From an optimization exercise on the open Yosys and OpenROAD flow, aimed at small area, a short achievable clock period and few clock cycles per item; shortcuts taken in it are not production practice.
At most, simulation tests tie the RTL to the original design; equivalence was not proved.
Power figures rest on the tool's default switching activity, not on a simulated workload.

## JK
Design chord_mixer, start of the top module:
module chord_mixer (
    input  wire        clk,
    input  wire        rst,
    input  wire        in_valid,
    output wire        in_ready,
    input  wire [1:0]  in_n,
    input  wire [31:0] in_s0,
    input  wire [31:0] in_s1,
    input  wire [31:0] in_s2,
    output wire        out_valid,
    input  wire        out_ready,
    output wire [31:0] out_data
);
export LEC_CHECK = 0
export ABC_AREA = 1
export CAP_MARGIN = 20
export CORE_MARGIN = 2
export CORE_UTILIZATION = 40
export CTS_CLUSTER_DIAMETER = 100
export CTS_CLUSTER_SIZE = 20
export SLEW_MARGIN = 20
create_clock -name core_clock -period 14.0 [get_ports {clk}]
standard.sh (not shown) runs the stock make flow with config.mk's settings and CLKGATE_MAP_FILE= SYNTH_SCRIPT=/design/flow/synth_recipe.tcl, a recipe that flattens the netlist after the stock synthesis.
==> flow/flow/run.sh <==
#!/bin/bash
# Own layout flow: the standard synthesis and layout, with two changes:
#  - the timing repair after placement, clock tree synthesis and global
#    routing aims for more setup slack than the flow settings allow;
#  - every input and output port still gets a buffer, but a plain buffer
#    (buf_2) rather than the delay cell buffer_ports picks by default.
# The clock period and all constraints stay those of constraint.sdc. Each
# step's output goes to a log of its own in the work folder (ORFS also keeps
# its per-step logs under orfs/).
set -euo pipefail
MARGIN=${MARGIN:-10.2}
PORTBUF=${PORTBUF:-sky130_fd_sc_hd__buf_2}
bash standard.sh synth > synth.log 2>&1
bash standard.sh finish SETUP_SLACK_MARGIN=$MARGIN \
    "BUFFER_PORTS_ARGS=-inputs -outputs -buffer_cell $PORTBUF" > layout.log 2>&1
JK finished every step from synthesis to the final layout, and the layout passed the timing, design-rule and antenna checks.
Testbench counts of JK, summed over its fixed seeds: cycles 16,056, items 16,000.
#### Input delta (MS over JK)
- swapping 20 for 24 in CTS_CLUSTER_SIZE
- swapping 40 for 50 in CORE_UTILIZATION
- swapping 100 for 120 in CTS_CLUSTER_DIAMETER
--- a/flow/flow/run.sh
+++ b/flow/flow/run.sh
@@ -9,5 +9,5 @@
 # its per-step logs under orfs/).
 set -euo pipefail
-MARGIN=${MARGIN:-10.2}
+MARGIN=${MARGIN:-10}
 PORTBUF=${PORTBUF:-sky130_fd_sc_hd__buf_2}
 bash standard.sh synth > synth.log 2>&1
Findings:
Post-CTS setup repair buffer count, MS vs JK: down by more than a quarter
MS went all the way through synthesis, placement and routing and the layout is clean on timing, DRC and antenna.
Of JK and MS, the higher area growth from synthesis to layout belongs to JK.
Run comparison: MS critical path endpoint out_data[22]; JK critical path endpoint out_data[26]
Compared with JK, MS shows met2 wire length that has gone up by a few percent.
The core box area in JK is 1.3 times that in MS.
Going from JK to MS, detailed-route via count picked up an extra 205, synthesized area neither gained nor lost much, quantity of gates resized following cts lost 34.
JK has a lower power of the combinational group than MS.
MS vs JK: total power down in MS
| final RePlAce weighted congestion | lower: JK |
Clock power went down by more than 10% going from JK to MS.
Inputs modified between MS and AL:
- CORE_UTILIZATION now 40, was 50
Findings:
Taking MS as the reference, in AL count of placed standard cells in the final layout, fillers left out moved up, wire length moved down.
MS ended up with od[22] as its start point of the critical path; AL ended up with od[30].
Against MS as the reference, AL delivers a higher power share of the clock group.
As far as number of cells produced by synthesis goes, AL and MS are indistinguishable; the numbers are identical.
~same hold slack in AL and MS
For tap cell instance count, dividing the value from AL by the value from MS gives 1.3.

* * *

== run B ==
Another version of the RTL of chord_mixer (not shown whole).
Size in the first run: ~14000 sq um of cells after synthesis.
export LEC_CHECK = 0
export ABC_AREA = 1
export CAP_MARGIN = 20
export CORE_MARGIN = 2
export CORE_UTILIZATION = 40
export SETUP_SLACK_MARGIN = 4
export SLEW_MARGIN = 20
create_clock -name core_clock -period 14.0 [get_ports {clk}]
run.sh (not shown) runs the stock make flow with config.mk's settings and CLKGATE_MAP_FILE= SYNTH_SCRIPT=/design/flow/synth_recipe.tcl, a recipe that flattens the netlist after the stock synthesis.
Stock flow here: none of the scripts above is used.
Run B: done, clean on timing, DRC and antenna
--- input diff run B..run Y ---
- clearing SETUP_SLACK_MARGIN, which used to be 4
--- outcome ---
Run Y vs. run B: arrival time of the worst setup path +2210 ps, achievable clock frequency down about 20%, non-clock buffer count in the final layout moved down, total power has decreased. Between run Y and run B, the first-iteration DRC count is higher for run B. Wire: run Y routes less than run B. Number of enable flip-flop cells after synthesis: run Y vs run B identical. Run Y vs. run B: part of the cycle the worst path needs went up by 17 points; detailed-route via count lost 649; maximum vdd ir drop went down; number of nets at the end of the flow went down.
No run of this note included a check of the RTL's function; only the layout flow was run.

[port drivers added, routing unchanged]
The flow's constraints put no driver on any port. The routed layouts listed below were extracted and timed again, unchanged, in two steps.
Step 1 assumes that a clkbuf_16 drives the clock port and a buf_2 every other input.
Step 2 adds t to the input delays and takes it off the output delays; t is the mean of the earliest and latest rising clock arrival at the registers after step 1. Input paths then give back, and output paths get back, about the clock's delay inside the block.
Three values: no drivers, after step 1, after step 2; two values: the first two.
run	t (ns)	slack for setup (ns)	latest minus earliest clock arrival (ns)	worst register clock-pin slew, ns	worst data-port slew with drivers (ns)
JK	0.647	10.007 / 9.942 / 9.762	0.021 / 0.021	0.09 / 0.09	0.08
MS	0.641	10.012 / 9.950 / 9.783	0.043 / 0.043	0.10 / 0.10	0.06
AL	0.629	9.977 / 9.914 / 9.754	0.034 / 0.034	0.11 / 0.11	0.09
run B	0.404	4.108 / 4.134 / 3.730	0.019 / 0.019	0.07 / 0.07	0.06
run Y	0.398	1.752 / 1.775 / 1.377	0.014 / 0.014	0.07 / 0.07	0.06
After both steps setup and hold are still met in every run listed. The setup slack of run B, which loses most, moves by +0.026 ns with the drivers and by -0.378 ns with both steps.
